This design comes from an exercise in tuning for small area, a short achievable clock period and few clock cycles on the open sky130 flow, not from production work. The RTL was checked by simulation tests, not by an equivalence proof against the original design. Power and IR drop assume default switching activity.

## mtc
module mtc (
    input  wire        clk,
    input  wire        rst,           
    input  wire        host_req,
    input  wire        host_we,
    input  wire [9:0]  host_addr,     
    input  wire [31:0] host_wdata,
    output wire        host_ack,
    output wire [31:0] host_rdata,
    output wire        host_err,      
    input  wire        rx_valid,
    input  wire [31:0] rx_data,
    input  wire        rx_last,
    input  wire        rx_empty,      
    output wire        rx_ready,
    output wire        resume,
    output wire        tx_go,
    output wire [7:0]  tx_len,
    input  wire [5:0]  tx_addr,
    output wire [31:0] tx_data,
    input  wire        tx_done,
    input  wire        tx_ok
);
Size: roughly 12000 cells after synthesis, roughly 3700 flip-flops, ~170 I/O pins, about 150000 um^2 of cells after synthesis.
==> flow/config.mk <==
export PLATFORM = sky130hd
export DESIGN_NAME = mtc
export DESIGN_NICKNAME = mtc
export VERILOG_FILES = /design/flow/design.v
export SDC_FILE = /design/flow/constraint.sdc
export NUM_CORES = 8
export LEC_CHECK = 0
export CAP_MARGIN = 20
export CORE_MARGIN = 2
export CORE_UTILIZATION = 50
export CTS_CLUSTER_DIAMETER = 80
export CTS_CLUSTER_SIZE = 24
export PLACE_DENSITY = 0.6
export SETUP_SLACK_MARGIN = 3.8
export SLEW_MARGIN = 20
==> flow/constraint.sdc <==
create_clock -name core_clock -period 10.0 [get_ports {clk}]
set_input_delay 2.0000 -clock core_clock [delete_from_list [all_inputs] [get_ports {clk}]]
set_output_delay 2.0000 -clock core_clock [all_outputs]
set_load 0.01 [all_outputs]
run.sh (not shown) runs the stock make flow with config.mk's settings and CLKGATE_MAP_FILE= SYNTH_SCRIPT=/design/flow/synth_recipe.tcl, a recipe that flattens the netlist after the stock synthesis.
Testbench counts at the start, summed over its fixed seeds: cycles 36,508.
Rerun with:
--- a/flow/design.v
+++ b/flow/design.v
@@ -43,14 +43,17 @@
     reg  [6:0]  hit_d;                
     reg         ge_cool;
     reg         ds_nostart, ds_malf;
     reg  [31:0] ds_f;
     reg         in_batch, b_acc;
     reg  [6:0]  rx_j;                 
     reg         bph;                  
+    reg         rph;                  
+    reg  [5:0]  ra_q;
+    reg         ra_tx, ra_rx;
     reg  [31:0] rdq;
     reg         busy;                 
     reg         d_rd, dv;             
     reg  [5:0]  dj, didx;
     reg  [2:0]  wseq;                 
     reg         wacc, wm_ok, timing_ok;
     reg  [15:0] tx_off [0:32];        
@@ -101,17 +104,17 @@
     reg [31:0] reg_rd, slow_rd;
     integer k;
     always @* begin
         reg_rd  = 32'd0;
         slow_rd = 32'd0;
         for (k = 0; k < 21; k = k + 1)
             if (FAST[k]) reg_rd  = reg_rd  | ({32{rsel[k]}} & reg_words[k]);
-            else         slow_rd = slow_rd | ({32{rsel[k]}} & reg_words[k]);
+            else         slow_rd = slow_rd | ({32{ra_q[4:0] == k}} & reg_words[k]);
     end
-    wire [5:0] rx_rsel = busy ? dj : host_addr[5:0];
+    wire [5:0] rx_rsel = busy ? dj : ra_q;
     wire       hold    = busy || (wseq != 3'd0);    
     reg  [31:0] rx_rd;
     always @* begin
         rx_rd = 32'd0;
         for (k = 0; k < 64; k = k + 1)
             rx_rd = rx_rd | ({32{rx_rsel == k}} & rx_buf[k]);
     end
@@ -119,16 +122,16 @@
     always @* begin
         tx_rd = 32'd0;
         for (k = 0; k < 32; k = k + 1)
             tx_rd = tx_rd | ({32{tx_addr[4:0] == k}} & {tx_off[k], tx_on[k]});
         if (tx_addr[5]) tx_rd = {tx_off[32], tx_on[32]};
         tx_hrd = 32'd0;
         for (k = 0; k < 32; k = k + 1)
-            tx_hrd = tx_hrd | ({32{host_addr[4:0] == k}} & {tx_off[k], tx_on[k]});
-        if (host_addr[5]) tx_hrd = (host_addr[4:0] == 5'd0) ? {tx_off[32], tx_on[32]} : 32'd0;
+            tx_hrd = tx_hrd | ({32{ra_q[4:0] == k}} & {tx_off[k], tx_on[k]});
+        if (ra_q[5]) tx_hrd = (ra_q[4:0] == 5'd0) ? {tx_off[32], tx_on[32]} : 32'd0;
     end
     assign tx_data = tx_rd;
     reg  [3:0]  q_cw;
     always @* begin
         if (host_wdata[15:8] > 8'd100)      q_cw = 4'd0;
         else if (host_wdata[15:8] <= 8'd1)  q_cw = 4'd0;
         else if (host_wdata[15:8] <= 8'd3)  q_cw = 4'd1;
@@ -310,15 +313,15 @@
             tim_start <= 32'h02580960; tim_bits <= 32'h04B00258;
             wm_start <= 32'd0; wm_one <= 32'd0; wm_zero <= 32'd0; wm_gap <= 32'd0;
             cooldown <= 32'd1500; cap <= 7'd64;
             self_pid <= 7'd0; self_tid <= 2'd0;
             ge_cool <= 1'b0;
             ds_nostart <= 1'b0; ds_malf <= 1'b0; ds_f <= 32'd0;
             in_batch <= 1'b0; b_acc <= 1'b0; rx_j <= 7'd0;
-            bph <= 1'b0; rdq <= 32'd0;
+            bph <= 1'b0; rdq <= 32'd0; rph <= 1'b0; ra_q <= 6'd0; ra_tx <= 1'b0; ra_rx <= 1'b0;
             enc_ph <= 1'b0; enc2 <= 1'b0;
             busy <= 1'b0; d_rd <= 1'b0; dv <= 1'b0; dj <= 6'd0; didx <= 6'd0;
             wseq <= 3'd0; wacc <= 1'b0; wm_ok <= 1'b0; timing_ok <= 1'b1;
         end else begin
             if (tx_done && tx_busy) begin
                 tx_busy <= 1'b0;
                 tx_fail <= !tx_ok;
@@ -327,17 +330,24 @@
             else if (cmd_go && enc_word) begin
                 enc_ph <= 1'b1;
                 enc2   <= enc_go;
             end
             if (busy) begin
                 bph <= 1'b0;
                 rdq <= d_rd ? rx_rd : 32'd0;
-            end else if (host_req && !hold && !host_we && (a_buf || a_slow) && !bph) begin
+            end else if (rph) begin
+                rph <= 1'b0;
                 bph <= 1'b1;
-                rdq <= a_tx ? tx_hrd : a_rx ? rx_rd : slow_rd;
+                rdq <= ra_tx ? tx_hrd : ra_rx ? rx_rd : slow_rd;
+            end else if (host_req && !hold && !host_we && (a_buf || a_slow) && !bph) begin
+                rph   <= 1'b1;
+                ra_q  <= host_addr[5:0];
+                ra_tx <= a_tx;
+                ra_rx <= a_rx;
+                rdq   <= 32'd0;
             end else begin
                 bph <= 1'b0;
                 rdq <= 32'd0;
             end
             if (cls_en) begin
                 if (cls_idx == 6'd0) begin
                     ds_nostart <= !in_s;
Result: Sequential share of layout area rose by 0.26 points. Die area rose by 0.73%. Area after synthesis rose by 0.74%. Total power fell by 2.9%. Sequential power barely changes. Critical path depth fell by 5. Worst setup slack improved by 28 ps. Core utilization fell by 0.66 points. Cell count rose by 1.8%. Register-to-register slack got worse by 440 ps.
Testbench counts after the change, summed over its fixed seeds: cycles 36,508.

re-timing with driven ports:
How much do the figures lean on ideal ports? The routed layouts below were timed once more, with nothing changed but the port constraints.
Step 1 sets driving cells, clkbuf_16 on the clock port and buf_2 on the other inputs (assumed; they add their load-dependent delay and slew).
Step 2 adds t to the input delays and takes it off the output delays; t is the mean of the earliest and latest rising clock arrival at the registers after step 1. Input paths then give back, and output paths get back, about the clock's delay inside the block.
Slacks: no drivers / after step 1 / after step 2; pairs: no drivers / after step 1.
| run | shift t [ns] | setup slack, ns | cell pins on the clock port's net |
|---|---|---|---|
| the first run | 1.086 | 3.578 / 3.519 / 2.569 | 1 |
| the second run | 1.074 | 3.606 / 3.606 / 2.674 | 1 |
After both steps setup and hold are still met in every run listed. The setup slack of the first run, which loses most, moves by -0.059 ns with the drivers and by -1.009 ns with both steps.
